What follows belongs to an exercise in optimizing a design on an open flow for small area; a production flow would make more cautious choices.
At most, simulation tests tie the RTL to the original design; equivalence was not proved.
No functional check of the RTL was part of runs 6 and 7.
No activity file was given, so power comes from the tool's default toggle rates.

File: design/flow/config.mk
export PLATFORM = sky130hd
export DESIGN_NAME = caa
export DESIGN_NICKNAME = caa
export VERILOG_FILES = /design/flow/design.v
export SDC_FILE = /design/flow/constraint.sdc
export NUM_CORES = 4
export LEC_CHECK = 0
export CAP_MARGIN = 20
export CORE_MARGIN = 2
export CORE_UTILIZATION = 40
export SLEW_MARGIN = 20
export SYNTH_HIERARCHICAL = 1
File: design/flow/constraint.sdc
create_clock -name core_clock -period 5.0 [get_ports {clk}]
set_input_delay 1.0000 -clock core_clock [delete_from_list [all_inputs] [get_ports {clk}]]
set_output_delay 1.0000 -clock core_clock [all_outputs]
set_load 0.01 [all_outputs]
File: design/flow/design.v
module caa_decode (
    input  wire        rst,
    input  wire        cmd_valid,
    input  wire [23:0] cmd,
    input  wire [1:0]  phase_q,
    input  wire [2:0]  err_q,
    input  wire [4:0]  cnt_q,
    input  wire [4:0]  cnt_p1,
    input  wire [4:0]  len_q,
    input  wire        out_valid_q,
    output wire        nrst,       
    output wire        fs,         
    output wire [2:0]  code,       
    output wire        do_start,
    output wire        do_begin,
    output wire        do_end,
    output wire        do_term,
    output wire        do_d1,      
    output wire        do_d2,      
    output wire        do_cs,      
    output wire        do_ld,      
    output wire        s_ahold,    
    output wire        s_chold,    
    output wire        s_ohold,    
    output wire        s_lhold,    
    output wire        s_nhold,    
    output wire [1:0]  phase_d,
    output wire        out_valid_d
);
    wire [3:0] op  = cmd[23:20];
    wire rsv_ok  = (cmd[19:16] == 4'h0);
    wire hi_zero = (cmd[15:8] == 8'h00);
    wire lo_zero = (cmd[7:0] == 8'h00);
    wire is_nop   = rsv_ok && (op == 4'h0) && hi_zero && lo_zero;
    wire is_start = rsv_ok && (op == 4'h1);
    wire is_begin = rsv_ok && (op == 4'h2) && hi_zero;
    wire is_data  = rsv_ok && (op == 4'h3) && hi_zero;
    wire is_end   = rsv_ok && (op == 4'h4) && hi_zero && lo_zero;
    wire is_term  = rsv_ok && (op == 4'h5) && hi_zero && lo_zero;
    wire is_data2 = rsv_ok && (op == 4'h6);
    wire legal = is_nop | is_start | is_begin | is_data | is_data2 | is_end | is_term;
    wire halted  = |err_q;
    wire in_idle = (phase_q == 2'd0);
    wire in_rec  = (phase_q == 2'd1);
    wire in_done = (phase_q == 2'd2);
    wire seq_ok = is_nop | (is_start & (in_idle | in_done)) | (is_begin & in_idle) |
                  ((is_data | is_data2 | is_end) & in_rec) | (is_term & in_idle);
    wire rem0 = (cnt_q == len_q);
    wire rem1 = (cnt_p1 == len_q);
    wire len_bad = (cmd[7:0] > 8'd24);
    wire ovr = (is_data & rem0) | (is_data2 & (rem0 | rem1));
    wire und = is_end & !rem0;
    reg [2:0] c;
    always @(*) begin
        if (!legal)                  c = 3'd1;
        else if (!seq_ok)            c = 3'd2;
        else if (is_begin & len_bad) c = 3'd3;
        else if (ovr)                c = 3'd4;
        else if (und)                c = 3'd5;
        else                         c = 3'd0;
    end
    assign code = c;
    wire act  = cmd_valid & !halted & !rst;
    wire good = act & (c == 3'd0);
    assign nrst     = !rst;
    assign fs       = act & (c != 3'd0);
    assign do_start = good & is_start;
    assign do_begin = good & is_begin;
    assign do_end   = good & is_end;
    assign do_term  = good & is_term;
    assign do_d1    = good & is_data;
    assign do_d2    = good & is_data2;
    assign do_cs    = good & (is_begin | is_data | is_data2 | is_term);
    assign do_ld    = good & (is_end | is_term);
    assign s_ahold = !rst & !(do_start | do_end);
    assign s_chold = !rst & !(do_start | do_cs);
    assign s_ohold = !rst & !do_ld;
    assign s_lhold = !rst & !(do_start | do_begin);
    assign s_nhold = !rst & !(do_start | do_begin | do_d1 | do_d2);
    wire ph_hold = !rst & !(do_start | do_begin | do_end | do_term);
    assign phase_d[0] = do_begin | (phase_q[0] & ph_hold);
    assign phase_d[1] = do_term  | (phase_q[1] & ph_hold);
    assign out_valid_d = do_ld | (out_valid_q & !rst & !(do_start | do_begin));
endmodule
module caa_sel2 #(
    parameter W = 8
) (
    input  wire [W-1:0] a,
    input  wire         sa,
    input  wire [W-1:0] q,
    input  wire         sq,
    output wire [W-1:0] d
);
    assign d = (a & {W{sa}}) | (q & {W{sq}});
endmodule
module caa_sel3 #(
    parameter W = 8
) (
    input  wire [W-1:0] a,
    input  wire         sa,
    input  wire [W-1:0] b,
    input  wire         sb,
    input  wire [W-1:0] q,
    input  wire         sq,
    output wire [W-1:0] d
);
    assign d = (a & {W{sa}}) | (b & {W{sb}}) | (q & {W{sq}});
endmodule
module caa_sel3s (
    input  wire a,
    input  wire sa,
    input  wire b,
    input  wire sb,
    input  wire q,
    input  wire sq,
    input  wire nrst,
    output wire d
);
    assign d = (a & sa) | (b & sb) | (q & sq) | !nrst;
endmodule
module caa_add16 (
    input  wire [15:0] a,
    input  wire [4:0]  b,
    output wire [15:0] s
);
    wire [16:0] c;
    assign c[0] = 1'b0;
    genvar i;
    generate
        for (i = 0; i < 5; i = i + 1) begin : g_lo
            assign s[i]   = a[i] ^ b[i] ^ c[i];
            assign c[i+1] = (a[i] & b[i]) | (c[i] & (a[i] ^ b[i]));
        end
        for (i = 5; i < 16; i = i + 1) begin : g_hi
            assign s[i]   = a[i] ^ c[i];
            assign c[i+1] = a[i] & c[i];
        end
    endgenerate
endmodule
module caa_cntinc (
    input  wire [4:0] cnt,
    output wire [4:0] p1,
    output wire [4:0] p2
);
    assign p1 = cnt + 5'd1;
    assign p2 = cnt + 5'd2;
endmodule
module caa_csum_add (
    input  wire [7:0]  pa,
    input  wire [7:0]  pb,
    input  wire [7:0]  pc,
    input  wire [7:0]  hi,
    output wire [15:0] s
);
    wire [7:0] cs_s = pa ^ pb ^ pc;
    wire [7:0] cs_c = (pa & pb) | (pc & (pa ^ pb));
    wire [8:0] c;
    assign c[0] = 1'b0;
    assign s[0] = cs_s[0];
    assign c[1] = 1'b0;
    genvar i;
    generate
        for (i = 1; i < 8; i = i + 1) begin : g_lo
            assign s[i]   = cs_s[i] ^ cs_c[i-1] ^ c[i];
            assign c[i+1] = (cs_s[i] & cs_c[i-1]) | (c[i] & (cs_s[i] ^ cs_c[i-1]));
        end
    endgenerate
    wire [8:0] hc;
    wire [7:0] h1;
    assign hc[0] = cs_c[7];
    wire [7:0] ones;
    assign ones[0] = 1'b1;
    generate
        for (i = 0; i < 8; i = i + 1) begin : g_hi
            assign h1[i]   = hi[i] ^ hc[i];
            assign hc[i+1] = hi[i] & hc[i];
            if (i > 0) begin : g_ones
                assign ones[i] = ones[i-1] & h1[i-1];
            end
            assign s[8+i] = h1[i] ^ (ones[i] & c[8]);
        end
    endgenerate
endmodule
module caa (
    input  wire        clk,
    input  wire        rst,
    input  wire        cmd_valid,
    input  wire [23:0] cmd,
    output wire [15:0] cursor_o,
    output wire [15:0] csum_o,
    output wire [15:0] total_o,
    output wire [7:0]  rec_len_o,
    output wire [15:0] rec_addr_o,
    output wire [15:0] rec_csum_o,
    output wire        rec_valid_o,
    output wire [23:0] status_o,
    output wire        err_o,
    output wire [23:0] fcmd_o
);
    reg [15:0] addr_q;
    reg [15:0] csum_q;
    reg [4:0]  len_q;
    reg [4:0]  cnt_q;
    reg [1:0]  phase_q;
    reg [15:0] total_q;
    reg [4:0]  out_len_q;
    reg [15:0] out_addr_q;
    reg [15:0] out_csum_q;
    reg        out_valid_q;
    reg [2:0]  err_q;
    reg [23:0] fcmd_q;
    wire [4:0] cnt_p1, cnt_p2;
    caa_cntinc u_cnt (.cnt(cnt_q), .p1(cnt_p1), .p2(cnt_p2));
    wire nrst, fs, do_start, do_begin, do_end, do_term, do_d1, do_d2, do_cs, do_ld;
    wire s_ahold, s_chold, s_ohold, s_lhold, s_nhold, out_valid_d;
    wire [2:0] code;
    wire [1:0] phase_d;
    caa_decode u_dec (
        .rst(rst), .cmd_valid(cmd_valid), .cmd(cmd), .phase_q(phase_q),
        .err_q(err_q), .cnt_q(cnt_q), .cnt_p1(cnt_p1), .len_q(len_q),
        .out_valid_q(out_valid_q), .nrst(nrst), .fs(fs), .code(code),
        .do_start(do_start), .do_begin(do_begin), .do_end(do_end),
        .do_term(do_term), .do_d1(do_d1), .do_d2(do_d2), .do_cs(do_cs),
        .do_ld(do_ld), .s_ahold(s_ahold), .s_chold(s_chold), .s_ohold(s_ohold),
        .s_lhold(s_lhold), .s_nhold(s_nhold), .phase_d(phase_d),
        .out_valid_d(out_valid_d)
    );
    wire [15:0] addr_adv, total_adv;
    caa_add16 u_aadd (.a(addr_q),  .b(len_q), .s(addr_adv));
    caa_add16 u_tadd (.a(total_q), .b(len_q), .s(total_adv));
    wire in_rec = phase_q[0];    
    wire sel_t  = !phase_q[0] & cmd[20];
    wire sel_a  = !phase_q[0] & !cmd[20];
    wire [7:0] pa, pb;
    caa_sel3 #(8) u_pa (.a(csum_q[7:0]), .sa(in_rec), .b(total_q[7:0]), .sb(sel_t),
                        .q(addr_q[7:0]), .sq(sel_a), .d(pa));
    caa_sel3 #(8) u_pb (.a(cmd[15:8]), .sa(in_rec), .b(total_q[15:8]), .sb(sel_t),
                        .q(addr_q[15:8]), .sq(sel_a), .d(pb));
    wire [15:0] sum;
    caa_csum_add u_sum (.pa(pa), .pb(pb), .pc(cmd[7:0]), .hi(csum_q[15:8] & {8{in_rec}}),
                        .s(sum));
    wire [15:0] addr_d, total_d, csum_d, out_addr_d, out_csum_d;
    wire [4:0]  len_d, cnt_d, out_len_d;
    wire [2:0]  err_d;
    wire [23:0] fcmd_d;
    caa_sel3 #(9) u_addr_lo (.a(cmd[8:0]), .sa(do_start), .b(addr_adv[8:0]), .sb(do_end),
                             .q(addr_q[8:0]), .sq(s_ahold), .d(addr_d[8:0]));
    caa_sel3s     u_addr_9  (.a(cmd[9]), .sa(do_start), .b(addr_adv[9]), .sb(do_end),
                             .q(addr_q[9]), .sq(s_ahold), .nrst(nrst), .d(addr_d[9]));
    caa_sel3 #(6) u_addr_hi (.a(cmd[15:10]), .sa(do_start), .b(addr_adv[15:10]), .sb(do_end),
                             .q(addr_q[15:10]), .sq(s_ahold), .d(addr_d[15:10]));
    caa_sel2 #(16) u_total (.a(total_adv), .sa(do_end), .q(total_q), .sq(s_ahold), .d(total_d));
    caa_sel2 #(16) u_csum  (.a(sum), .sa(do_cs), .q(csum_q), .sq(s_chold), .d(csum_d));
    caa_sel2 #(16) u_ocsum (.a(sum), .sa(do_ld), .q(out_csum_q), .sq(s_ohold), .d(out_csum_d));
    caa_sel3 #(16) u_oaddr (.a(addr_q), .sa(do_end), .b(total_q), .sb(do_term),
                            .q(out_addr_q), .sq(s_ohold), .d(out_addr_d));
    caa_sel2 #(5)  u_olen  (.a(len_q), .sa(do_end), .q(out_len_q), .sq(s_ohold), .d(out_len_d));
    caa_sel2 #(5)  u_len   (.a(cmd[4:0]), .sa(do_begin), .q(len_q), .sq(s_lhold), .d(len_d));
    caa_sel3 #(5)  u_cntd  (.a(cnt_p1), .sa(do_d1), .b(cnt_p2), .sb(do_d2),
                            .q(cnt_q), .sq(s_nhold), .d(cnt_d));
    caa_sel2 #(3)  u_err   (.a(code), .sa(fs), .q(err_q), .sq(nrst), .d(err_d));
    caa_sel2 #(24) u_fcmd  (.a(cmd), .sa(fs), .q(fcmd_q), .sq(nrst), .d(fcmd_d));
    always @(posedge clk) begin
        addr_q      <= addr_d;
        total_q     <= total_d;
        csum_q      <= csum_d;
        len_q       <= len_d;
        cnt_q       <= cnt_d;
        phase_q     <= phase_d;
        out_len_q   <= out_len_d;
        out_addr_q  <= out_addr_d;
        out_csum_q  <= out_csum_d;
        out_valid_q <= out_valid_d;
        err_q       <= err_d;
        fcmd_q      <= fcmd_d;
    end
    wire halted = |err_q;
    assign cursor_o    = addr_q;
    assign csum_o      = csum_q;
    assign total_o     = total_q;
    assign rec_len_o   = {3'b000, out_len_q};
    assign rec_addr_o  = out_addr_q;
    assign rec_csum_o  = out_csum_q;
    assign rec_valid_o = out_valid_q;
    assign err_o       = halted;
    assign fcmd_o      = fcmd_q;
    assign status_o    = {3'b000, len_q, 3'b000, cnt_q, 1'b1, err_q, halted,
                          out_valid_q, phase_q};
endmodule
File: design/flow/flow/run.sh
#!/bin/bash
# Standard ORFS layout (the standard.sh), with small port buffers and a
# clock tree of small buffers without dummy loads. ORFS writes each tool's
# log under orfs/logs; make's own output goes to standard.log.
set -e
bash standard.sh BUFFER_PORTS_ARGS="-buffer_cell sky130_fd_sc_hd__buf_1" \
  CTS_ARGS="-sink_clustering_enable -repair_clock_nets -dont_use_dummy_load -buf_list {sky130_fd_sc_hd__clkbuf_4 sky130_fd_sc_hd__clkbuf_8} -sink_clustering_size 30" \
  finish > standard.log 2>&1
File: design/flow/standard.sh
#!/bin/bash
# synth_recipe.tcl (not shown) runs the flow's synth.tcl, then flattens the netlist and writes it again
# the make line also repeats each setting of config.mk as NAME=value (left out here)
make -C /OpenROAD-flow-scripts/flow DESIGN_CONFIG=/design/flow/config.mk WORK_HOME=/design/flow/orfs CLKGATE_MAP_FILE= SYNTH_SCRIPT=/design/flow/synth_recipe.tcl "${@:-finish}"
==> flow_summary.yaml, run 1 <==
status:
  outcome: "no timing/DRC/antenna violations"
logic_synthesis:
  yosysUniqueCellTypes: 54
  syn_area_per_cell_um2: 10.9
  synth_edf_count: 0
  synthXorXnorAreaFrac_pct: 3.58
  synth_flop_cell: "dfxtp_1"
  syn_area_mm2: 0.00635
  yosys_register_bits: 125
  netlist_instances: 585
  synth-seq-area-share_pct: 39.4
  synth-simple-area-share_pct: 8.19
  synth_top_family_by_area: "compound AO/OA/AOI/OAI gates"
  synthArstFlopShare_pct: 0
  synthMuxAreaShare_pct: 0
  ys.warnings.count: 8
  synth_fa_ha_area_share_pct: 13.4
  synth_compound_gate_area_share_pct: 24.8
route:
  wl_met3_um: 1650
  viasPerCell: 5.70
  wl_per_cell_um: 20.4
  wl_um: 19600
  wl_met1_um: 8520
  route.detailed.drc: 0
  top_layer: "met4"
  route.met2.wl_um: 9030
  ant_nets: 0
  dr.pass1.iters: 7
  vias: 5486
  drt_iter0_markers: 726
timing:
  drv_slew: 0
  worst_slew_pin_slew_ns: 1.09
  layout_min_cycle_time_ns: 4.80
  grt_setup_unrepaired: "no"
  setup_violations: 0
  period_share_pct: 95.9
  finalClockSkew_ns: 0.0301
  finalHoldViolCount: 0
  fmax_mhz: 208
  relSlewSlack_pct: 26.9
  setup_slack_ns: 0.204
placed_design:
  gp_congestion: 0.918
  dp_cells: 945
  io_buffers: 154
  place_ws_ns: -0.287
  dpl.hpwl_um: 14700
  placedInstanceArea_mm2: 0.00711
clocking:
  clk_pin_slew_ns: 0.07
  cts.sinks: 125
  clockRootBuffer: "clkbuf_8"
  cts_made_buffers: 17
  clk_latency_ns: 0.45
  cts_max_path_buffers: 2
  cts_hold_buf: 0
  tritoncts: "built"
  htreeDepth: 4
die:
  pin_count: 165
  initial_core_util_pct: 40.4
  die_h_um: 130
  dieArea_mm2: 0.0169
  fp.dieW_um: 130
  rows: 46
  core_mm2: 0.0157
global_route:
  antenna_found_initial: 0
  overflow: 0
  track_usage_pct: 23.3
  grt_max_degree: 54
  grt_first_pass_wirelength_um: 29800
  grt_pass1_vias: 5324
critical_path:
  critPathTopFamily: "adder cells"
  crit_arrival_ns: 5.13
  crit_path_top_delay_cell: "fa_1"
  cp_common_cell: "fa_2"
  start_kind: "input pin"
  worstPathCellList: "buf_1, nor2b_4, a222oi_1, inv_1, fa_1, ha_2, fa_2, fa_2, fa_2, fa_2, fa_2, inv_2, fa_2, and4b_1, nand3_2, xnor2_1, a22o_1"
  cpPeakStageDelay_ns: 0.48
  path_class: "in -> reg"
  worst_ep_required_time_ns: 5.34
  crit_path_max_fanout: 7
  timing.critical_path.buf_inv: 3
  endpoint_kind: "register"
layout:
  layout_common_cells: "buf_1 (154), dfxtp_1 (125), inv_1 (67)"
  syn_to_final_growth_pct: 15.7
  drive_gt1_share_pct: 12.7
  num_antenna_cells: 0
  fin_area_mm2: 0.00735
  mostFrequentLayoutCell: "buf_1"
  regArea_mm2: 0.00250
  n_fill_cell: 1561
  multi_input_area_mm2: 0.00328
  nNetsFinal: 830
  stdcell_count: 962
pwr:
  intPower_w: 0.00136
  power_density_mw_per_mm2: 247
  clkPwrFrac_pct: 35.6
  pwr-share-seq_pct: 56.5
  leakage_nw: 3.38
  pwr-share-comb_pct: 7.9
  p_sw_w: 0.000454
  ir_drop_mv: 0.173
  p_sw_share_pct: 25.0
  finalPower_w: 0.00182
min_path:
  hold_path.class: "reg -> reg"
job:
  drv_cap: 0
path summary, 6_finish.rpt:
path                  startpoint        endpoint  slack [ns]  depth (start not counted)
hold reg to reg   out_addr_q[15]  out_addr_q[15]        0.47                          2
setup / recovery         cmd[20]      csum_q[13]        0.20                         17
hold / removal    out_addr_q[15]  out_addr_q[15]        0.47                          2
setup reg to reg        len_q[0]      addr_q[15]        0.21                         18
state kept, by name (all words and copies together) (netlist names):
signal,cells
addr_q,16
out_valid_q,1
cnt_q,5
len_q,5
out_addr_q,16
total_q,16
phase_q,2
err_q,3
csum_q,16
out_len_q,5
fcmd_q,24
out_csum_q,16
through the flow:
stage | TNS (ns) | util, % | hold WS (ns)
6_report | 0 | 46.8 | 0.470
5_1_grt | 0 | 46.8 | 0.482
3_3_place_gp | -2.09 | 45.3 | 0.446
4_1_cts | 0 | 46.8 | 0.470
3_5_place_dp | -3.86 | 45.3 | 0.453
2_1_floorplan | 0 | - | 0.505
worst register-to-register path, stage by stage (launching register included):
cell,delay (ns)
dfxtp_1,0.43
ha_1,0.26
fa_1,0.38
fa_1,0.39
fa_1,0.41
fa_1,0.40
ha_1,0.21
ha_1,0.19
ha_1,0.19
ha_1,0.19
ha_1,0.20
ha_1,0.19
ha_1,0.18
ha_1,0.19
ha_1,0.18
ha_1,0.19
xor2_1,0.16
a222oi_1,0.28
inv_1,0.06
synthesized netlist by cell type (2+ instances only):
| cell type | count | area (um2) |
|---|---|---|
| a22o_2 | 22 | 220 |
| a211oi_2 | 2 | 25.0 |
| o22ai_1 | 2 | 12.5 |
| and2_1 | 10 | 62.6 |
| clkbuf_2 | 4 | 20.0 |
| buf_2 | 3 | 15.0 |
| o2111ai_1 | 2 | 17.5 |
| o31ai_1 | 2 | 15.0 |
| or2_2 | 2 | 12.5 |
| or3_1 | 3 | 18.8 |
| or4_4 | 3 | 33.8 |
| and3_1 | 2 | 12.5 |
| ha_1 | 33 | 413 |
| clkbuf_1 | 3 | 11.3 |
| fa_1 | 22 | 440 |
| nand2_1 | 15 | 56.3 |
| a22oi_1 | 2 | 15.0 |
| o21ai_0 | 6 | 30.0 |
| dfxtp_1 | 125 | 2500 |
| conb_1 | 2 | 7.51 |
| a222oi_1 | 52 | 521 |
| a21oi_1 | 5 | 25.0 |
| a22o_1 | 64 | 561 |
| or4_1 | 6 | 45.0 |
| nand4_1 | 4 | 25.0 |
| nand3_2 | 2 | 20.0 |
| xor2_1 | 9 | 78.8 |
| buf_8 | 3 | 45.0 |
| buf_4 | 15 | 113 |
| a31oi_1 | 2 | 12.5 |
| xnor2_1 | 17 | 149 |
| nor3_1 | 6 | 30.0 |
| and4_1 | 2 | 17.5 |
| inv_1 | 69 | 259 |
| nand2b_1 | 2 | 12.5 |
| nand3_1 | 11 | 55.1 |
| nor2_1 | 12 | 45.0 |
| buf_6 | 18 | 203 |
| nor4_1 | 5 | 31.3 |
| nor2b_1 | 2 | 12.5 |
Yosys stat by module (local to each module, per instance), excerpt:
| module | cells inside | cell area (um2) |
|---|---|---|
| caa_csum_add | 49 | 558 |
| caa_decode | 122 | 800 |
| caa_add16 | 16 | 226 |
| caa_sel3s | 3 | 16.3 |
| caa | 151 | 2670 |
| caa_cntinc | 13 | 97.6 |
layout make-up:
type	count	share of cell area, %
clock buffers	17	3.18
inverters	69	3.52
multi-input cells	353	44.7
flip-flops and latches	125	34.0
well taps	216	3.68
repair buffers	182	10.9
cells by family (layout without fill, tap and decap cells):
family | count (synthesis) | in the layout
fa+ha+maj | 55 | 55
flops | 125 | 125
buf+inv | 115 | 268
compound gates | 171 | 171
other cells | 2 | 10
simple gates | 91 | 91
xor+xnor | 26 | 26
layer usage:
| metal | GRT usage (%) | vias up |
|---|---|---|
| met5 | 0 | - |
| met2 | 35.8 | 272 |
| met1 | 31.8 | 2671 |
| li1 | - | 2515 |
| met4 | 9.17 | 0 |
| met3 | 5.58 | 28 |
power by group through the flow:
stage / Sequential (W) / Combinational (W) / Clock, W
floorplan: 0.00105 / 0.0000799 / 0
global route: 0.00103 / 0.000155 / 0.000704
global placement: 0.00105 / 0.000139 / 0
detailed placement: 0.00105 / 0.000142 / 0
CTS: 0.00103 / 0.000142 / 0.000662
finish: 0.00103 / 0.000143 / 0.000646
timing repair:
item,4_1_cts,5_1_grt
setup buffers,0,0
resized for setup,0,1
setup endpoints to repair,0,1
==> run 2, diff against run 1 <==
==> design/flow/flow/run.sh (replaced) <==
#!/bin/bash
# Standard ORFS layout (the standard.sh), with small port buffers and a
# clock tree of small buffers without dummy loads. ORFS writes each tool's
# log under orfs/logs; make's own output goes to standard.log.
set -e
bash standard.sh BUFFER_PORTS_ARGS="-buffer_cell sky130_fd_sc_hd__buf_1" \
  CTS_ARGS="-sink_clustering_enable -repair_clock_nets -dont_use_dummy_load -buf_list sky130_fd_sc_hd__clkbuf_8 -sink_clustering_max_diameter 100 -sink_clustering_size 20" \
  finish > standard.log 2>&1
==> flow_summary.yaml, run 2 <==
logic_synthesis:
  synth_flop_cell: "dfxtp_1"
  synth_edf_count: 0
  yosysUniqueCellTypes: 54
  synth-seq-area-share_pct: 39.4
  synth_top_cell_area_share_pct: 39.4
  synth_area_leaders: "dfxtp_1 (39%), a22o_1 (8.8%), a222oi_1 (8.2%)"
  ys.warnings.count: 8
  synthArstFlopShare_pct: 0
  synthMostInstantiatedCell: "dfxtp_1"
  yosys_register_bits: 125
  yosys.area.top_type: "dfxtp_1"
  syn_area_per_cell_um2: 10.9
  netlist_instances: 585
  syn_area_mm2: 0.00635
  synth_common_cells: "dfxtp_1 (125), inv_1 (69), a22o_1 (64), a222oi_1 (52), ha_1 (33)"
route:
  wl_per_cell_um: 20.4
  wl_um: 19600
  ant_nets: 0
  dr.pass1.iters: 7
  drt_iter0_markers: 726
  vias: 5486
  route.detailed.drc: 0
  viasPerCell: 5.70
layout:
  nNetsFinal: 830
  multi_input_area_mm2: 0.00328
  mostFrequentLayoutCell: "buf_1"
  regMostFlops: "fcmd_q"
  drive_gt1_share_pct: 12.7
  regArea_mm2: 0.00250
  num_antenna_cells: 0
  layout_common_cells: "buf_1 (154), dfxtp_1 (125), inv_1 (67)"
  syn_to_final_growth_pct: 15.7
  largest_register_ffs: 24
  n_fill_cell: 1561
min_path:
  hold_path.class: "reg -> reg"
  min_path_cells: 2
  min_to: "out_addr_q[15]"
  hold_start: "out_addr_q[15]"
critical_path:
  start_kind: "input pin"
  crit_path_max_fanout: 7
  worstPathCellList: "buf_1, nor2b_4, a222oi_1, inv_1, fa_1, ha_2, fa_2, fa_2, fa_2, fa_2, fa_2, inv_2, fa_2, and4b_1, nand3_2, xnor2_1, a22o_1"
  reg2reg_to: "addr_q[15]"
  worst_ep_required_time_ns: 5.34
  r2r_slack_ns: 0.21
  cpPeakStageDelay_ns: 0.48
  endpoint_kind: "register"
  reg2reg_from: "len_q[0]"
  crit_arrival_ns: 5.13
  path_class: "in -> reg"
  cp_common_cell: "fa_2"
  worst_r2r_path_depth: 18
  crit_path_top_delay_cell: "fa_1"
clocking:
  clockRootBuffer: "clkbuf_8"
  cts.sinks: 125
  clk_pin_slew_ns: 0.07
  cts_max_path_buffers: 2
  tritoncts: "built"
  cts_made_buffers: 17
  cts_hold_buf: 0
  htreeDepth: 4
  clk_latency_ns: 0.45
timing:
  worst_slew_pin_slew_ns: 1.09
  fmax_mhz: 208
  layout_min_cycle_time_ns: 4.80
  tns_ns: 0
  setup_slack_ns: 0.204
  relSlewSlack_pct: 26.9
  grt_setup_unrepaired: "no"
  drv_slew: 0
  setup_violations: 0
  period_share_pct: 95.9
  finalHoldViolCount: 0
  finalClockSkew_ns: 0.0301
die:
  dieArea_mm2: 0.0169
  core_mm2: 0.0157
  initial_core_util_pct: 40.4
  pin_count: 165
  die_h_um: 130
  rows: 46
  fp.dieW_um: 130
global_route:
  overflow: 0
  track_usage_pct: 23.3
  grt_pass1_vias: 5324
  grt_first_pass_wirelength_um: 29800
  antenna_found_initial: 0
  grt_max_degree: 54
job:
  drv_cap: 0
pwr:
  ir_drop_mv: 0.173
  power_density_mw_per_mm2: 247
  leakage_nw: 3.38
placed_design:
  dpl.hpwl_um: 14700
  io_buffers: 154
  gp_congestion: 0.918
  place_ws_ns: -0.287
status:
  outcome: "no timing/DRC/antenna violations"
## run 2: cell counts after synthesis
No cell type changed its count.
## run 2: repair_timing
item	CTS	global route
buffers inserted	0	0
gates resized for setup	0	1
endpoints found under the setup margin	0	1
## run 2: worst max-delay path by stage
stage          startpoint              to  depth (start not counted)
2_1_floorplan     cmd[20]      csum_q[15]                         18
5_1_grt          len_q[0]      addr_q[15]                         18
4_1_cts           cmd[20]      csum_q[13]                         17
6_report          cmd[20]      csum_q[13]                         17
3_3_place_gp      cmd[20]  out_csum_q[11]                         16
3_5_place_dp      cmd[20]      csum_q[12]                         17
## run 2: kinds of logic (layout without fill, tap and decap cells)
kind of cell | after synthesis | count (layout) | synth area share, %
DFF | 125 | 125 | 39.4
adders and majority gates | 55 | 55 | 13.4
xor gates and xnor gates | 26 | 26 | 3.58
and+or+nand+nor | 91 | 91 | 8.19
AOI/OAI and AO/OA | 171 | 171 | 24.8
other | 2 | 10 | 0.118
buffers and inverters | 115 | 268 | 10.5
## run 2: where the power goes
group | switching (W) | internal, W
Sequential | 0.0000121 | 0.00101
Combinational | 0.0000944 | 0.0000488
Clock | 0.000348 | 0.000298
## run 2: cell type report
class                   count  area share [%]
multi-input cells         353            44.7
well taps                 216            3.68
clock buffers              17            3.18
inverters                  69            3.52
flip-flops and latches    125            34.0
repair buffers            182            10.9
## run 2: critical path, delay by kind of cell
family                   cells  cell delay [ns]
AND/OR/NAND/NOR              3             0.59
buffers and inverters        3             0.33
AO/OA/AOI/OAI                2             0.53
XOR/XNOR                     1             0.09
adder cells (fa/ha/maj)      8             2.60
## run 2: layer usage
metal / vias to the layer above / global-route usage (%) / part of all wire, %
met5: - / 0 / 0
met2: 272 / 35.8 / 46
li1: 2515 / - / -
met4: 0 / 9.17 / 2.2
met1: 2671 / 31.8 / 43
met3: 28 / 5.58 / 8.4
## run 2: metrics by stage
stage,total power (W),utilization [%],cells,hold slack [ns],area (um2)
global route,0.00189,46.8,962,0.482,7350
floorplan,0.00113,-,593,0.505,6430
CTS,0.00183,46.8,962,0.470,7350
detailed placement,0.00119,45.3,945,0.453,7110
global placement,0.00119,45.3,945,0.446,7110
finish,0.00182,46.8,962,0.470,7350
## run 2: per-module statistics from Yosys, one instance, submodules excluded, excerpt
module,copies in the design,cells,cell area [um2],flops+latches
caa,1,151,2670,125
caa_decode,1,122,800,0
caa_csum_add,1,49,558,0
caa_add16,2,16,226,0
caa_cntinc,1,13,97.6,0
caa_sel3s,1,3,16.3,0
==> run 3, diff against run 2 <==
==> design/flow/flow/run.sh (replaced) <==
#!/bin/bash
# Standard ORFS layout (the standard.sh), with small port buffers and a
# clock tree of small buffers without dummy loads. ORFS writes each tool's
# log under orfs/logs; make's own output goes to standard.log.
set -e
bash standard.sh BUFFER_PORTS_ARGS="-buffer_cell sky130_fd_sc_hd__buf_1" \
  CTS_ARGS="-sink_clustering_enable -repair_clock_nets -dont_use_dummy_load -buf_list sky130_fd_sc_hd__clkbuf_8 -sink_clustering_max_diameter 300 -sink_clustering_size 40" \
  finish > standard.log 2>&1
==> flow_summary.yaml, run 3 <==
layout:
  regMostFlops: "fcmd_q"
  n_fill_cell: 1561
  mostFrequentLayoutCell: "buf_1"
  nNetsFinal: 830
  largest_register_ffs: 24
  syn_to_final_growth_pct: 15.7
  fin_area_mm2: 0.00735
  layout_common_cells: "buf_1 (154), dfxtp_1 (125), inv_1 (67)"
  num_antenna_cells: 0
  drive_gt1_share_pct: 12.7
  stdcell_count: 962
logic_synthesis:
  synth-seq-area-share_pct: 39.4
  yosys_register_bits: 125
  syn_area_per_cell_um2: 10.9
  synth_common_cells: "dfxtp_1 (125), inv_1 (69), a22o_1 (64), a222oi_1 (52), ha_1 (33)"
  synth_flop_cell: "dfxtp_1"
  syn_area_mm2: 0.00635
  synth_area_leaders: "dfxtp_1 (39%), a22o_1 (8.8%), a222oi_1 (8.2%)"
  synth_edf_count: 0
  synthMostInstantiatedCell: "dfxtp_1"
  synth_top_cell_area_share_pct: 39.4
  synthArstFlopShare_pct: 0
  netlist_instances: 585
  yosys.area.top_type: "dfxtp_1"
  yosysUniqueCellTypes: 54
  ys.warnings.count: 8
global_route:
  track_usage_pct: 23.3
  grt_first_pass_wirelength_um: 29800
  overflow: 0
  grt_max_degree: 54
  antenna_found_initial: 0
  grt_pass1_vias: 5324
status:
  outcome: "no timing/DRC/antenna violations"
route:
  vias: 5486
  wl_met3_um: 1650
  ant_nets: 0
  wl_per_cell_um: 20.4
  route.met2.wl_um: 9030
  dr.pass1.iters: 7
  wl_met1_um: 8520
  top_layer: "met4"
  viasPerCell: 5.70
  route.detailed.drc: 0
  drt_iter0_markers: 726
  wl_um: 19600
pwr:
  clkPwrFrac_pct: 35.6
  pwr-share-seq_pct: 56.5
  p_sw_share_pct: 25.0
  intPower_w: 0.00136
  finalPower_w: 0.00182
  pwr-share-comb_pct: 7.9
  ir_drop_mv: 0.173
  p_sw_w: 0.000454
  leakage_nw: 3.38
  power_density_mw_per_mm2: 247
clocking:
  cts.sinks: 125
  clockRootBuffer: "clkbuf_8"
  clk_pin_slew_ns: 0.07
  clk_latency_ns: 0.45
  cts_made_buffers: 17
  htreeDepth: 4
  tritoncts: "built"
  cts_max_path_buffers: 2
  cts_hold_buf: 0
die:
  die_h_um: 130
  initial_core_util_pct: 40.4
  dieArea_mm2: 0.0169
  pin_count: 165
  rows: 46
  fp.dieW_um: 130
  core_mm2: 0.0157
timing:
  tns_ns: 0
  layout_min_cycle_time_ns: 4.80
  grt_setup_unrepaired: "no"
  period_share_pct: 95.9
  setup_violations: 0
  fmax_mhz: 208
  drv_slew: 0
  setup_slack_ns: 0.204
  worst_slew_pin_slew_ns: 1.09
  finalClockSkew_ns: 0.0301
  finalHoldViolCount: 0
  relSlewSlack_pct: 26.9
job:
  drv_cap: 0
placed_design:
  placedInstanceArea_mm2: 0.00711
  gp_congestion: 0.918
  dpl.hpwl_um: 14700
  io_buffers: 154
  dp_cells: 945
  place_ws_ns: -0.287
critical_path:
  path_class: "in -> reg"
  endpoint_kind: "register"
  crit_arrival_ns: 5.13
  worst_ep_required_time_ns: 5.34
  crit_path_max_fanout: 7
  start_kind: "input pin"
min_path:
  hold_path.class: "reg -> reg"
## run 3: cell counts after synthesis
Identical to the previous run, type by type.
## run 3: cells by family (layout without fill, tap and decap cells)
family	count (synthesis)	count (layout)	synth area share, %
fa+ha+maj	55	55	13.4
buf+inv	115	268	10.5
flops	125	125	39.4
xor+xnor	26	26	3.58
other cells	2	10	0.118
simple gates	91	91	8.19
compound gates	171	171	24.8
## run 3: metrics by stage
stage	util [%]	hold WS [ns]
4_1_cts	46.8	0.470
3_3_place_gp	45.3	0.446
5_1_grt	46.8	0.482
3_5_place_dp	45.3	0.453
2_1_floorplan	-	0.505
6_report	46.8	0.470
## run 3: power by group through the flow
stage               clock network [W]  logic [W]  registers (W)
finish                       0.000646   0.000143        0.00103
detailed placement                  0   0.000142        0.00105
floorplan                           0  0.0000799        0.00105
global placement                    0   0.000139        0.00105
global route                 0.000704   0.000155        0.00103
CTS                          0.000662   0.000142        0.00103
## run 3: area by class of cell
type | instances | area (um2) | share of cell area, %
multi-input cells | 353 | 3280 | 44.7
flip-flops and latches | 125 | 2500 | 34.0
repair buffers | 182 | 801 | 10.9
well taps | 216 | 270 | 3.68
inverters | 69 | 259 | 3.52
clock buffers | 17 | 234 | 3.18
## run 3: repair_timing
item,4_1_cts,5_1_grt
gates resized for setup,0,1
endpoints found under the setup margin,0,1
buffers inserted,0,0
## run 3: per-module statistics from Yosys (local to each module, per instance), a selection
module	copies in the design	flops+latches	area (um2)	cells
caa_add16	2	0	226	16
caa	1	125	2670	151
caa_csum_add	1	0	558	49
caa_decode	1	0	800	122
caa_sel3s	1	0	16.3	3
caa_cntinc	1	0	97.6	13
## run 3: final timing paths
| check | start | to | slack (ns) | depth (start not counted) |
|---|---|---|---|---|
| setup / recovery | cmd[20] | csum_q[13] | 0.20 | 17 |
| hold / removal | out_addr_q[15] | out_addr_q[15] | 0.47 | 2 |
| setup reg to reg | len_q[0] | addr_q[15] | 0.21 | 18 |
| hold reg to reg | out_addr_q[15] | out_addr_q[15] | 0.47 | 2 |
## run 3: routing by layer
metal | global-route usage (%) | up-vias
li1 | - | 2515
met1 | 31.8 | 2671
met2 | 35.8 | 272
met3 | 5.58 | 28
met4 | 9.17 | 0
met5 | 0 | -
## run 3: worst max-delay path: stages
cell,delay (ns)
buf_1,0.14
nor2b_4,0.18
a222oi_1,0.29
inv_1,0.13
fa_1,0.48
ha_2,0.20
fa_2,0.34
fa_2,0.35
fa_2,0.35
fa_2,0.35
fa_2,0.34
inv_2,0.06
fa_2,0.19
and4b_1,0.29
nand3_2,0.12
xnor2_1,0.09
a22o_1,0.24
==> run 4, diff against run 3 <==
==> design/flow/flow/run.sh (replaced) <==
#!/bin/bash
# Standard ORFS layout (the standard.sh), with small port buffers and a
# clock tree of small buffers without dummy loads. ORFS writes each tool's
# log under orfs/logs; make's own output goes to standard.log.
set -e
bash standard.sh BUFFER_PORTS_ARGS="-buffer_cell sky130_fd_sc_hd__buf_1" \
  CTS_ARGS="-sink_clustering_enable -repair_clock_nets -dont_use_dummy_load -buf_list sky130_fd_sc_hd__clkbuf_8 -sink_clustering_size 30" \
  finish > standard.log 2>&1
--- a/design/flow/config.mk
+++ b/design/flow/config.mk
@@ -6,4 +6,5 @@
 export NUM_CORES = 4
 export LEC_CHECK = 0
+export ABC_AREA = 1
 export CAP_MARGIN = 20
 export CORE_MARGIN = 2
==> flow_summary.yaml, run 4 <==
timing:
  layout_min_cycle_time_ns: 4.78
  finalHoldViolCount: 0
  relSlewSlack_pct: 43.1
  setup_slack_ns: 0.225
  setup_violations: 0
  finalClockSkew_ns: 0.0232
  fin_hold_ws_ns: 0.442
  period_share_pct: 95.5
  drv_slew: 0
  fmax_mhz: 209
  worst_slew_pin_slew_ns: 0.852
  tns_ns: 0
  grt_setup_unrepaired: "no"
clocking:
  htreeDepth: 4
  cts_max_path_buffers: 2
  clk_latency_ns: 0.45
  clockRootBuffer: "clkbuf_8"
  cts.sinks: 125
  cts_hold_buf: 0
  clk_pin_slew_ns: 0.07
  cts_made_buffers: 17
  cts_setup_buffers: 0
  tritoncts: "built"
critical_path:
  startpoint: "cmd[20]"
  reg2reg_from: "phase_q[0]"
  r2r_slack_ns: 0.54
  crit_arrival_ns: 5.16
  crit_path_max_fanout: 4
  path_class: "in -> reg"
  worst_ep_required_time_ns: 5.38
  worst_r2r_path_depth: 17
  crit_end: "out_csum_q[9]"
  start_kind: "input pin"
  endpoint_kind: "register"
  reg2reg_to: "out_csum_q[9]"
global_route:
  grt_max_degree: 54
  grt_first_pass_wirelength_um: 29700
  grt_pass1_vias: 5610
  overflow: 0
  track_usage_pct: 21.2
  antenna_found_initial: 0
logic_synthesis:
  synth_edf_count: 0
  ys.warnings.count: 8
  synth_area_leaders: "dfxtp_1 (37%), nand2_1 (25%), fa_1 (6.5%)"
  synth-seq-area-share_pct: 36.7
  yosys_register_bits: 125
  synth_flop_cell: "dfxtp_1"
  yosys.area.top_type: "dfxtp_1"
  yosysUniqueCellTypes: 36
  netlist_instances: 926
  synth_top_cell_area_share_pct: 36.7
  synthArstFlopShare_pct: 0
  synthMostInstantiatedCell: "nand2_1"
  synth_common_cells: "nand2_1 (457), dfxtp_1 (125), nand3_1 (68), inv_1 (52), nor2_1 (40)"
  syn_area_mm2: 0.00683
  syn_area_per_cell_um2: 7.37
route:
  wl_um: 18700
  ant_nets: 0
  viasPerCell: 4.71
  wl_per_cell_um: 14.4
  vias: 6147
  route.detailed.drc: 0
  dr.pass1.iters: 5
  drt_iter0_markers: 372
layout:
  nNetsFinal: 1169
  largest_register_ffs: 24
  layout_common_cells: "nand2_1 (457), buf_1 (153), dfxtp_1 (125)"
  fin_util_pct: 46.4
  mostFrequentLayoutCell: "nand2_1"
  regMostFlops: "fcmd_q"
  num_antenna_cells: 0
  drive_gt1_share_pct: 9.49
  syn_to_final_growth_pct: 13.1
die:
  rows: 47
  die_h_um: 135
  dieArea_mm2: 0.0181
  initial_core_util_pct: 41.0
  pin_count: 165
  fp.dieW_um: 135
  core_mm2: 0.0166
pwr:
  ir_drop_mv: 0.163
  leakage_nw: 3.89
  power_density_mw_per_mm2: 234
placed_design:
  gp_congestion: 0.930
  io_buffers: 154
  place_ws_ns: -0.394
  dpl.hpwl_um: 14300
min_path:
  min_path_cells: 2
  hold_path.class: "reg -> reg"
job:
  drv_cap: 0
status:
  outcome: "no timing/DRC/antenna violations"
-- run 4: changes by cell type after synthesis, sizes merged, moves of 14 or more --
| cell | change |
|---|---|
| nand3 | +60 |
| nand2 | +462 |
| a222oi | -52 |
| nor2 | +43 |
| inv | -14 |
| a22o | -86 |
-- run 4: where the power goes --
group	total (W)	leakage (nW)	internal (W)	switching [W]
Sequential	0.00102	1.01	0.00101	0.0000102
Combinational	0.000137	2.76	0.0000416	0.0000951
Clock	0.000646	0.122	0.000298	0.000348
-- run 4: worst min path at each step --
stage | startpoint | to
after floorplan | out_csum_q[13] | out_csum_q[13]
after global placement | out_len_q[2] | out_len_q[2]
after detailed placement | out_csum_q[6] | out_csum_q[6]
after CTS | fcmd_q[21] | fcmd_q[21]
after global routing | fcmd_q[9] | fcmd_q[9]
final | fcmd_q[21] | fcmd_q[21]
-- run 4: per-layer routing --
metal | up-vias | share of wire, % | GRT usage, %
met1 | 2797 | 49 | 30.3
met4 | 0 | 1.6 | 6.84
met5 | - | 0 | 0
met3 | 22 | 5.7 | 4.69
li1 | 3145 | - | -
met2 | 183 | 44 | 31.8
-- run 4: stage by stage --
stage                     cells  total power, W  instance area [um2]
after floorplan             934         0.00113                 6870
after global placement     1288         0.00118                 7490
after detailed placement   1288         0.00118                 7490
after CTS                  1305         0.00183                 7720
after global routing       1305         0.00188                 7720
final                      1305         0.00181                 7720
-- run 4: cell families (layout without fill, tap and decap cells) --
group / count (synthesis) / in the layout / synth area share [%]
other: 2 / 10 / 0.110
AOI/OAI and AO/OA: 8 / 8 / 0.825
adders and majority gates: 55 / 55 / 12.5
buffers and inverters: 101 / 252 / 9.62
and+or+nand+nor: 620 / 620 / 38.3
DFF: 125 / 125 / 36.7
xor gates and xnor gates: 15 / 15 / 2.03
-- run 4: area by class of cell --
| type | count | area, um2 |
|---|---|---|
| Fill cell | 1720 | 8920 |
| Multi-Input combinational cell | 708 | 3730 |
| Sequential cell | 125 | 2500 |
| Timing Repair Buffer | 180 | 774 |
| Tap cell | 220 | 275 |
| Clock buffer | 17 | 234 |
| Inverter | 55 | 206 |
-- run 4: critical path: stages --
cell,delay [ns]
clkbuf_2,0.15
inv_1,0.06
nor2_2,0.15
nand2_1,0.07
nand3_1,0.12
fa_1,0.44
ha_1,0.22
fa_2,0.41
fa_2,0.40
fa_2,0.40
fa_2,0.40
fa_1,0.42
inv_1,0.09
fa_2,0.21
inv_1,0.08
ha_1,0.21
xor2_1,0.18
nand2_1,0.08
nand2_1,0.07
-- run 4: what timing repair did --
item / 4_1_cts / 5_1_grt
resized for setup: 0 / 2
hold endpoints to repair: 0 / 0
setup endpoints to repair: 0 / 14
-- run 4: per-module statistics from Yosys, one instance, submodules excluded, a selection --
module	cell area (um2)	flip-flops and latches	cells inside	copies in the design
caa	2700	125	163	1
caa_decode	729	0	143	1
caa_csum_add	591	0	59	1
caa_add16	236	0	20	2
caa_cntinc	118	0	20	1
caa_sel3s	31.3	0	7	1
==> run 5, diff against run 4 <==
--- a/design/flow/config.mk
+++ b/design/flow/config.mk
@@ -6,5 +6,4 @@
 export NUM_CORES = 4
 export LEC_CHECK = 0
-export ABC_AREA = 1
 export CAP_MARGIN = 20
 export CORE_MARGIN = 2
==> flow_summary.yaml, run 5 <==
min_path:
  hold_path.class: "reg -> reg"
  min_path_cells: 2
timing:
  fmax_mhz: 208
  finalHoldViolCount: 0
  relSlewSlack_pct: 26.9
  worst_slew_pin_slew_ns: 1.09
  layout_min_cycle_time_ns: 4.80
  drv_slew: 0
  grt_setup_unrepaired: "no"
  finalClockSkew_ns: 0.0301
  setup_violations: 0
  period_share_pct: 95.9
global_route:
  track_usage_pct: 23.3
  antenna_found_initial: 0
  grt_pass1_vias: 5324
  grt_max_degree: 54
  grt_first_pass_wirelength_um: 29800
  overflow: 0
clocking:
  clk_pin_slew_ns: 0.07
  cts_made_buffers: 17
  tritoncts: "built"
  htreeDepth: 4
  cts.sinks: 125
  clockRootBuffer: "clkbuf_8"
  cts_hold_buf: 0
  clk_latency_ns: 0.45
  cts_max_path_buffers: 2
critical_path:
  crit_arrival_ns: 5.13
  crit_path_max_fanout: 7
  worst_ep_required_time_ns: 5.34
  worst_r2r_path_depth: 18
  path_class: "in -> reg"
  endpoint_kind: "register"
  start_kind: "input pin"
route:
  dr.pass1.iters: 7
  wl_um: 19600
  viasPerCell: 5.70
  drt_iter0_markers: 726
  wl_per_cell_um: 20.4
  vias: 5486
  route.detailed.drc: 0
  ant_nets: 0
job:
  drv_cap: 0
layout:
  nNetsFinal: 830
  regArea_mm2: 0.00250
  drive_gt1_share_pct: 12.7
  regMostFlops: "fcmd_q"
  fin_area_mm2: 0.00735
  largest_register_ffs: 24
  multi_input_area_mm2: 0.00328
  num_antenna_cells: 0
  syn_to_final_growth_pct: 15.7
  fin_util_pct: 46.8
  n_fill_cell: 1561
  mostFrequentLayoutCell: "buf_1"
  layout_common_cells: "buf_1 (154), dfxtp_1 (125), inv_1 (67)"
logic_synthesis:
  synth_flop_cell: "dfxtp_1"
  synth_top_cell_area_share_pct: 39.4
  syn_area_per_cell_um2: 10.9
  synth_common_cells: "dfxtp_1 (125), inv_1 (69), a22o_1 (64), a222oi_1 (52), ha_1 (33)"
  yosysUniqueCellTypes: 54
  netlist_instances: 585
  syn_area_mm2: 0.00635
  ys.warnings.count: 8
  yosys.area.top_type: "dfxtp_1"
  synth-seq-area-share_pct: 39.4
  synthArstFlopShare_pct: 0
  yosys_register_bits: 125
  synth_edf_count: 0
  synth_area_leaders: "dfxtp_1 (39%), a22o_1 (8.8%), a222oi_1 (8.2%)"
  synthMostInstantiatedCell: "dfxtp_1"
pwr:
  clkPwrFrac_pct: 35.6
  leakage_nw: 3.38
  power_density_mw_per_mm2: 247
  intPower_w: 0.00136
  pwr-share-seq_pct: 56.5
  finalPower_w: 0.00182
  pwr-share-comb_pct: 7.9
  p_sw_share_pct: 25.0
  p_sw_w: 0.000454
  ir_drop_mv: 0.173
die:
  rows: 46
  die_h_um: 130
  pin_count: 165
  dieArea_mm2: 0.0169
  core_mm2: 0.0157
  fp.dieW_um: 130
  initial_core_util_pct: 40.4
placed_design:
  gp_congestion: 0.918
  placedInstanceArea_mm2: 0.00711
  io_buffers: 154
  dpl.hpwl_um: 14700
status:
  outcome: "no timing/DRC/antenna violations"
run 5: metrics by stage:
stage               std cells  TNS (ns)  hold WS (ns)  worst slack, ns
floorplan                 593         0         0.505           0.0156
global placement          945     -2.09         0.446           -0.181
detailed placement        945     -3.86         0.453           -0.287
CTS                       962         0         0.470            0.193
global route              962         0         0.482           0.0128
finish                    962         0         0.470            0.204
run 5: logic make-up after synthesis:
group                      after synthesis  synth area share [%]
and+or+nand+nor                         91                  8.19
buffers and inverters                  115                  10.5
adders and majority gates               55                  13.4
DFF                                    125                  39.4
other                                    2                 0.118
xor gates and xnor gates                26                  3.58
AOI/OAI and AO/OA                      171                  24.8
run 5: cell type report:
cell class,instances,area share (%)
Multi-Input combinational cell,353,44.7
Inverter,69,3.52
Timing Repair Buffer,182,10.9
Clock buffer,17,3.18
Sequential cell,125,34.0
Tap cell,216,3.68
run 5: final timing paths:
check                 startpoint             end  slack (ns)
setup / recovery         cmd[20]      csum_q[13]        0.20
setup reg to reg        len_q[0]      addr_q[15]        0.21
hold / removal    out_addr_q[15]  out_addr_q[15]        0.47
hold reg to reg   out_addr_q[15]  out_addr_q[15]        0.47
run 5: routing by layer:
layer / wire, um / GRT usage, % / up-vias
li1: - / - / 2515
met2: 9030 / 35.8 / 272
met4: 432 / 9.17 / 0
met3: 1650 / 5.58 / 28
met1: 8520 / 31.8 / 2671
met5: 0 / 0 / -
run 5: what timing repair did:
item | CTS | global route
endpoints found under the setup margin | 0 | 1
buffers inserted | 0 | 0
gates resized for setup | 0 | 1
run 5: critical path, stage by stage:
cell and delay (ns):
buf_1 0.14, nor2b_4 0.18, a222oi_1 0.29, inv_1 0.13
fa_1 0.48, ha_2 0.20, fa_2 0.34, fa_2 0.35
fa_2 0.35, fa_2 0.35, fa_2 0.34, inv_2 0.06
fa_2 0.19, and4b_1 0.29, nand3_2 0.12, xnor2_1 0.09
a22o_1 0.24
run 5: power by group through the flow:
stage | clock (W) | combinational (W) | sequential, W
3_5_place_dp | 0 | 0.000142 | 0.00105
2_1_floorplan | 0 | 0.0000799 | 0.00105
5_1_grt | 0.000704 | 0.000155 | 0.00103
3_3_place_gp | 0 | 0.000139 | 0.00105
4_1_cts | 0.000662 | 0.000142 | 0.00103
6_report | 0.000646 | 0.000143 | 0.00103
run 5: Yosys stat by module, one instance, submodules excluded, a selection:
module        flip-flops and latches  area, um2
caa_add16                          0        226
caa_sel3s                          0       16.3
caa_csum_add                       0        558
caa                              125       2670
caa_cntinc                         0       97.6
caa_decode                         0        800
==> run 6, diff against run 5 <==
--- a/design/flow/design.v
+++ b/design/flow/design.v
@@ -28,49 +28,48 @@
     output wire        out_valid_d
 );
-    wire [3:0] op  = cmd[23:20];
-    wire rsv_ok  = (cmd[19:16] == 4'h0);
-    wire hi_zero = (cmd[15:8] == 8'h00);
-    wire lo_zero = (cmd[7:0] == 8'h00);
-    wire is_nop   = rsv_ok && (op == 4'h0) && hi_zero && lo_zero;
-    wire is_start = rsv_ok && (op == 4'h1);
-    wire is_begin = rsv_ok && (op == 4'h2) && hi_zero;
-    wire is_data  = rsv_ok && (op == 4'h3) && hi_zero;
-    wire is_end   = rsv_ok && (op == 4'h4) && hi_zero && lo_zero;
-    wire is_term  = rsv_ok && (op == 4'h5) && hi_zero && lo_zero;
-    wire is_data2 = rsv_ok && (op == 4'h6);
-    wire legal = is_nop | is_start | is_begin | is_data | is_data2 | is_end | is_term;
-    wire halted  = |err_q;
-    wire in_idle = (phase_q == 2'd0);
-    wire in_rec  = (phase_q == 2'd1);
-    wire in_done = (phase_q == 2'd2);
-    wire seq_ok = is_nop | (is_start & (in_idle | in_done)) | (is_begin & in_idle) |
-                  ((is_data | is_data2 | is_end) & in_rec) | (is_term & in_idle);
+    wire [3:0] op = cmd[23:20];
+    wire rz = (cmd[19:16] == 4'h0);
+    wire hz = (cmd[15:8] == 8'h00);
+    wire lz = (cmd[7:0] == 8'h00);
+    wire w_nop   = (op == 4'h0) & hz & lz;
+    wire w_start = (op == 4'h1);
+    wire w_begin = (op == 4'h2) & hz;
+    wire w_data  = (op == 4'h3) & hz;
+    wire w_end   = (op == 4'h4) & hz & lz;
+    wire w_term  = (op == 4'h5) & hz & lz;
+    wire w_data2 = (op == 4'h6);
+    wire in_rec  = phase_q[0];
+    wire in_idle = !phase_q[0] & !phase_q[1];
     wire rem0 = (cnt_q == len_q);
     wire rem1 = (cnt_p1 == len_q);
     wire len_bad = (cmd[7:0] > 8'd24);
-    wire ovr = (is_data & rem0) | (is_data2 & (rem0 | rem1));
-    wire und = is_end & !rem0;
-    reg [2:0] c;
-    always @(*) begin
-        if (!legal)                  c = 3'd1;
-        else if (!seq_ok)            c = 3'd2;
-        else if (is_begin & len_bad) c = 3'd3;
-        else if (ovr)                c = 3'd4;
-        else if (und)                c = 3'd5;
-        else                         c = 3'd0;
-    end
-    assign code = c;
-    wire act  = cmd_valid & !halted & !rst;
-    wire good = act & (c == 3'd0);
+    wire g_start = w_start & !in_rec;
+    wire g_begin = w_begin & in_idle & !len_bad;
+    wire g_d1    = w_data & in_rec & !rem0;
+    wire g_d2    = w_data2 & in_rec & !rem0 & !rem1;
+    wire g_end   = w_end & in_rec & rem0;
+    wire g_term  = w_term & in_idle;
+    wire g_any   = w_nop | g_start | g_begin | g_d1 | g_d2 | g_end | g_term;
+    wire e_seq = (w_start & in_rec) | ((w_begin | w_term) & !in_idle) |
+                 ((w_data | w_data2 | w_end) & !in_rec);
+    wire e_len = w_begin & in_idle & len_bad;
+    wire e_ovr = in_rec & ((w_data & rem0) | (w_data2 & (rem0 | rem1)));
+    wire e_und = w_end & in_rec & !rem0;
+    wire legal = rz & (w_nop | w_start | w_begin | w_data | w_end | w_term | w_data2);
+    assign code[0] = !legal | (rz & (e_len | e_und));
+    assign code[1] = rz & (e_seq | e_len);
+    assign code[2] = rz & (e_ovr | e_und);
+    wire act = cmd_valid & !(|err_q) & !rst;
+    wire ka  = act & rz;
     assign nrst     = !rst;
-    assign fs       = act & (c != 3'd0);
-    assign do_start = good & is_start;
-    assign do_begin = good & is_begin;
-    assign do_end   = good & is_end;
-    assign do_term  = good & is_term;
-    assign do_d1    = good & is_data;
-    assign do_d2    = good & is_data2;
-    assign do_cs    = good & (is_begin | is_data | is_data2 | is_term);
-    assign do_ld    = good & (is_end | is_term);
+    assign fs       = act & !(rz & g_any);
+    assign do_start = ka & g_start;
+    assign do_begin = ka & g_begin;
+    assign do_end   = ka & g_end;
+    assign do_term  = ka & g_term;
+    assign do_d1    = ka & g_d1;
+    assign do_d2    = ka & g_d2;
+    assign do_cs    = ka & (g_begin | g_d1 | g_d2 | g_term);
+    assign do_ld    = ka & (g_end | g_term);
     assign s_ahold = !rst & !(do_start | do_end);
     assign s_chold = !rst & !(do_start | do_cs);
@@ -181,4 +180,16 @@
         end
     endgenerate
+endmodule
+module caa_or3sel #(
+    parameter W = 8
+) (
+    input  wire [W-1:0] c,
+    input  wire [W-1:0] a,
+    input  wire         sa,
+    input  wire [W-1:0] b,
+    input  wire         sb,
+    output wire [W-1:0] d
+);
+    assign d = c | (a & {W{sa}}) | (b & {W{sb}});
 endmodule
 module caa (
@@ -235,6 +246,6 @@
     caa_sel3 #(8) u_pa (.a(csum_q[7:0]), .sa(in_rec), .b(total_q[7:0]), .sb(sel_t),
                         .q(addr_q[7:0]), .sq(sel_a), .d(pa));
-    caa_sel3 #(8) u_pb (.a(cmd[15:8]), .sa(in_rec), .b(total_q[15:8]), .sb(sel_t),
-                        .q(addr_q[15:8]), .sq(sel_a), .d(pb));
+    caa_or3sel #(8) u_pb (.c(cmd[15:8]), .a(total_q[15:8]), .sa(sel_t),
+                          .b(addr_q[15:8]), .sb(sel_a), .d(pb));
     wire [15:0] sum;
     caa_csum_add u_sum (.pa(pa), .pb(pb), .pc(cmd[7:0]), .hi(csum_q[15:8] & {8{in_rec}}),
--- a/design/flow/config.mk
+++ b/design/flow/config.mk
@@ -9,4 +9,5 @@
 export CORE_MARGIN = 2
 export CORE_UTILIZATION = 40
+export GPL_TIMING_DRIVEN = 0
 export SLEW_MARGIN = 20
 export SYNTH_HIERARCHICAL = 1
==> flow_summary.yaml, run 6 <==
logic_synthesis:
  synth_flop_cell: "dfxtp_1"
  yosys_register_bits: 125
  synth_top_cell_area_share_pct: 40.2
  synthMostInstantiatedCell: "dfxtp_1"
  synth_edf_count: 0
  syn_area_mm2: 0.00622
  yosys.area.top_type: "dfxtp_1"
  syn_area_per_cell_um2: 11.2
  netlist_instances: 554
  synthArstFlopShare_pct: 0
  synth_common_cells: "dfxtp_1 (125), a22o_1 (65), inv_1 (58), a222oi_1 (44), ha_1 (33)"
  ys.warnings.count: 7
  synth_area_leaders: "dfxtp_1 (40%), a22o_1 (9.2%), a222oi_1 (7.1%)"
  yosysUniqueCellTypes: 60
  synth-seq-area-share_pct: 40.2
pwr:
  clkPwrFrac_pct: 33.2
  p_sw_share_pct: 25.6
  pwr-share-seq_pct: 55.0
  pwr-share-comb_pct: 11.9
  p_sw_w: 0.000489
  leakage_nw: 3.48
  intPower_w: 0.00142
  power_density_mw_per_mm2: 258
  ir_drop_mv: 0.132
placed_design:
  gp_congestion: 0.881
  io_buffers: 154
  dpl.hpwl_um: 13500
  placedInstanceArea_mm2: 0.00712
route:
  wl_um: 17900
  route.detailed.drc: 0
  dr.pass1.iters: 6
  vias: 5220
  viasPerCell: 5.65
  ant_nets: 0
  wl_per_cell_um: 19.4
  drt_iter0_markers: 558
clocking:
  cts_max_path_buffers: 2
  tritoncts: "built"
  cts_made_buffers: 17
  clk_latency_ns: 0.44
  cts_hold_buf: 0
  clockRootBuffer: "clkbuf_8"
  htreeDepth: 4
  clk_pin_slew_ns: 0.07
  cts.sinks: 125
timing:
  tns_ns: 0
  fmax_mhz: 205
  relSlewSlack_pct: 30.2
  grt_setup_unrepaired: "no"
  worst_slew_pin_slew_ns: 1.05
  finalClockSkew_ns: 0.0212
  layout_min_cycle_time_ns: 4.89
  drv_slew: 0
  finalHoldViolCount: 0
  setup_violations: 0
  period_share_pct: 97.8
layout:
  drive_gt1_share_pct: 15.8
  syn_to_final_growth_pct: 19.1
  regMostFlops: "fcmd_q"
  mostFrequentLayoutCell: "buf_1"
  fin_area_mm2: 0.00741
  n_fill_cell: 1474
  nNetsFinal: 820
  largest_register_ffs: 24
  fin_util_pct: 48.7
  layout_common_cells: "buf_1 (153), dfxtp_1 (124), a22o_1 (65)"
  num_antenna_cells: 0
critical_path:
  r2r_slack_ns: 0.27
  reg2reg_to: "addr_q[15]"
  worst_ep_required_time_ns: 5.33
  startpoint: "cmd[20]"
  start_kind: "input pin"
  worst_r2r_path_depth: 18
  reg2reg_from: "len_q[0]"
  crit_end: "csum_q[12]"
  crit_path_max_fanout: 11
  endpoint_kind: "register"
  crit_arrival_ns: 5.22
  path_class: "in -> reg"
global_route:
  overflow: 0
  grt_max_degree: 21
  grt_first_pass_wirelength_um: 27300
  antenna_found_initial: 0
  track_usage_pct: 21.6
  grt_pass1_vias: 4941
die:
  initial_core_util_pct: 40.9
  fp.dieW_um: 129
  dieArea_mm2: 0.0166
  rows: 45
  pin_count: 165
  core_mm2: 0.0152
  die_h_um: 129
status:
  outcome: "no timing/DRC/antenna violations"
min_path:
  hold_path.class: "reg -> reg"
job:
  drv_cap: 0
==> run 6: layout make-up <==
| type | instances | area [um2] | share of cell area, % |
|---|---|---|---|
| buffer | 42 | 405 | 5.47 |
| clock buffer | 17 | 234 | 3.16 |
| inverter | 59 | 221 | 2.99 |
| multi-input combinational | 336 | 3190 | 43.1 |
| sequential | 125 | 2510 | 33.8 |
| tap | 188 | 235 | 3.18 |
| timing repair buffer | 157 | 612 | 8.26 |
==> run 6: how the worst min path moves through the flow <==
stage / from / end / cells after the start
5_1_grt: out_addr_q[4] / out_addr_q[4] / 2
2_1_floorplan: out_addr_q[10] / out_addr_q[10] / 2
3_3_place_gp: out_addr_q[10] / out_addr_q[10] / 2
3_5_place_dp: out_addr_q[4] / out_addr_q[4] / 2
6_report: out_len_q[2] / out_len_q[2] / 1
4_1_cts: out_addr_q[4] / out_addr_q[4] / 2
==> run 6: per-stage QoR <==
stage / hold WS, ns / worst slack, ns / cells / total power [W]
after floorplan: 0.505 / 0.00323 / 562 / 0.00121
after global placement: 0.444 / -0.540 / 904 / 0.00129
after detailed placement: 0.447 / -0.580 / 905 / 0.00130
final: 0.468 / 0.112 / 924 / 0.00191
after global routing: 0.491 / 0.00854 / 924 / 0.00199
after CTS: 0.462 / 0.0114 / 922 / 0.00193
==> run 6: modules after synthesis, one instance, submodules excluded, excerpt <==
module	cells	times used	cell area (um2)
caa	151	1	2670
caa_add16	16	2	226
caa_cntinc	13	1	97.6
caa_csum_add	49	1	562
caa_decode	99	1	682
caa_sel3s	3	1	16.3
==> run 6: critical path, stage by stage <==
cell and delay (ns):
buf_4 0.15, nor2b_4 0.14, buf_6 0.14, a221o_1 0.38, fa_1 0.48, ha_2 0.20
fa_2 0.33, fa_2 0.35, fa_2 0.35, fa_2 0.35, fa_2 0.34, inv_2 0.07
fa_2 0.20, and4b_1 0.20, buf_6 0.13, nand2_2 0.08, xnor2_2 0.07, a22o_1 0.24
==> run 6: layer usage <==
layer  share of wire [%]  wire length, um  track usage [%]
met5                   0                0                0
met4                 1.4              255             6.91
met3                 5.8             1030             3.78
met2                  48             8540             34.9
met1                  45             8080             29.4
==> run 6: timing repair <==
action	CTS	global route
gates resized for setup	2	14
setup endpoints to repair	12	15
buffers inserted	0	2
pin swaps	0	0
==> run 6: logic make-up (layout without fill, tap and decap cells) <==
| kind of cell | count (synthesis) | after routing | share of synthesized area [%] |
|---|---|---|---|
| compound gates | 171 | 171 | 24.8 |
| flops | 125 | 125 | 40.2 |
| buf+inv | 101 | 275 | 9.98 |
| simple gates | 75 | 75 | 7.60 |
| fa+ha+maj | 55 | 55 | 13.7 |
| xor+xnor | 25 | 25 | 3.52 |
| other cells | 2 | 10 | 0.121 |
==> run 6: power groups by stage <==
stage	Sequential (W)	Combinational, W	Clock (W)
2_1_floorplan	0.00108	0.000125	0
3_3_place_gp	0.00107	0.000220	0
3_5_place_dp	0.00107	0.000225	0
4_1_cts	0.00105	0.000225	0.000651
5_1_grt	0.00105	0.000248	0.000688
6_report	0.00105	0.000226	0.000633
==> run 7, diff against run 6 <==
--- a/design/flow/config.mk
+++ b/design/flow/config.mk
@@ -9,5 +9,4 @@
 export CORE_MARGIN = 2
 export CORE_UTILIZATION = 40
-export GPL_TIMING_DRIVEN = 0
 export SLEW_MARGIN = 20
 export SYNTH_HIERARCHICAL = 1
==> flow_summary.yaml, run 7 <==
status:
  outcome: "no timing/DRC/antenna violations"
global_route:
  grt_first_pass_wirelength_um: 27600
  grt_pass1_vias: 4943
  grt_max_degree: 36
  track_usage_pct: 21.8
critical_path:
  reg2reg_from: "addr_q[0]"
  startpoint: "cmd[20]"
  start_kind: "input pin"
  r2r_slack_ns: 0.32
  path_class: "in -> reg"
  crit_arrival_ns: 5.15
  worst_r2r_path_depth: 18
  crit_path_max_fanout: 6
  worst_ep_required_time_ns: 5.32
route:
  drt_iter0_markers: 549
  dr.pass1.iters: 9
  ant_nets: 0
  viasPerCell: 5.79
  route.detailed.drc: 0
  vias: 5216
logic_synthesis:
  yosysUniqueCellTypes: 60
  syn_area_per_cell_um2: 11.2
  synth_edf_count: 0
  synthArstFlopShare_pct: 0
  ys.warnings.count: 7
  synth_common_cells: "dfxtp_1 (125), a22o_1 (65), inv_1 (58), a222oi_1 (44), ha_1 (33)"
  synthMostInstantiatedCell: "dfxtp_1"
  synth_area_leaders: "dfxtp_1 (40%), a22o_1 (9.2%), a222oi_1 (7.1%)"
  synth_flop_cell: "dfxtp_1"
  syn_area_mm2: 0.00622
  yosys_register_bits: 125
  yosys.area.top_type: "dfxtp_1"
  synth_top_cell_area_share_pct: 40.2
die:
  pin_count: 165
  core_mm2: 0.0152
  dieArea_mm2: 0.0166
  fp.dieW_um: 129
  initial_core_util_pct: 40.9
  rows: 45
layout:
  layout_common_cells: "buf_1 (154), dfxtp_1 (125), a22o_1 (65)"
  mostFrequentLayoutCell: "buf_1"
  nNetsFinal: 797
  regArea_mm2: 0.00250
  num_antenna_cells: 0
  syn_to_final_growth_pct: 14.7
  drive_gt1_share_pct: 12.9
  n_fill_cell: 1485
  multi_input_area_mm2: 0.00320
  largest_register_ffs: 24
clocking:
  tritoncts: "built"
  clockRootBuffer: "clkbuf_8"
  cts_made_buffers: 17
  cts.sinks: 125
  clk_latency_ns: 0.44
  clk_pin_slew_ns: 0.07
  cts_max_path_buffers: 2
timing:
  fin_hold_ws_ns: 0.463
  setup_slack_ns: 0.165
  tns_ns: 0
  relSlewSlack_pct: 37.0
  finalHoldViolCount: 0
  setup_violations: 0
  fmax_mhz: 207
  drv_slew: 0
placed_design:
  dpl.hpwl_um: 13400
  place_ws_ns: -0.359
  io_buffers: 154
  gp_congestion: 0.846
pwr:
  leakage_nw: 3.31
min_path:
  hold_path.class: "reg -> reg"
job:
  drv_cap: 0
[run 7: critical path: stages]
cell,delay [ns]
buf_1,0.12
nor2b_2,0.21
buf_4,0.14
a222oi_1,0.28
inv_1,0.10
fa_1,0.52
fa_2,0.40
fa_2,0.35
fa_2,0.35
fa_2,0.35
fa_2,0.34
inv_2,0.06
fa_2,0.19
and4b_1,0.30
nand2_1,0.12
xnor2_1,0.09
a22o_1,0.23
[run 7: power breakdown]
group / internal (W) / total (W) / switching, W
sequential: 0.00103 / 0.00105 / 0.0000184
combinational: 0.0000829 / 0.000216 / 0.000133
clock: 0.000298 / 0.000634 / 0.000336
[run 7: stage by stage]
| step | cell area (um2) | power (W) | instances |
|---|---|---|---|
| 4_1_cts | 7120 | 0.00192 | 901 |
| 6_report | 7130 | 0.00190 | 901 |
| 2_1_floorplan | 6280 | 0.00121 | 562 |
| 5_1_grt | 7130 | 0.00198 | 901 |
| 3_5_place_dp | 6890 | 0.00128 | 884 |
| 3_3_place_gp | 6890 | 0.00128 | 884 |
[run 7: how the worst min path moves through the flow]
| stage | endpoint | cells after the start |
|---|---|---|
| 6_report | out_addr_q[1] | 2 |
| 3_5_place_dp | out_addr_q[1] | 2 |
| 5_1_grt | fcmd_q[20] | 1 |
| 4_1_cts | out_addr_q[1] | 2 |
| 3_3_place_gp | out_addr_q[3] | 2 |
| 2_1_floorplan | out_addr_q[10] | 2 |
[run 7: repair_timing]
item / in CTS / in global routing
resized for setup: 0 / 1
endpoints found under the setup margin: 0 / 10
hold buffers: 0 / 0
[run 7: area by class of cell]
class	instances	area share, %
Timing Repair Buffer	176	10.4
Multi-Input combinational cell	336	44.8
Sequential cell	125	35.1
Tap cell	188	3.30
Inverter	59	3.10
Clock buffer	17	3.28
[run 7: Yosys stat by module (local to each module, per instance), excerpt]
module,cell area [um2],copies in the design,cells inside,flip-flops and latches
caa,2670,1,151,125
caa_decode,682,1,99,0
caa_csum_add,562,1,49,0
caa_add16,226,2,16,0
caa_cntinc,97.6,1,13,0
caa_sel3s,16.3,1,3,0
[run 7: cells by family after synthesis]
family	count (synthesis)	synth area share, %
xor+xnor	25	3.52
fa+ha+maj	55	13.7
simple gates	75	7.60
flops	125	40.2
other cells	2	0.121
buf+inv	101	9.98
compound gates	171	24.8
[run 7: layer usage]
layer,wire (um),track usage (%),vias to the layer above
met5,0,0,-
met4,213,6.20,0
met3,1480,5.78,16
met2,8420,34.3,252
met1,8030,29.7,2545
li1,-,-,2403

Check on run 7: ideal ports give 0.165 ns setup slack; a clkbuf_16 on the clock port and buf_2 on the inputs give 0.181 ns; moving port delays by the midpoint clock arrival (0.459 ns) as well gives -0.278 ns.
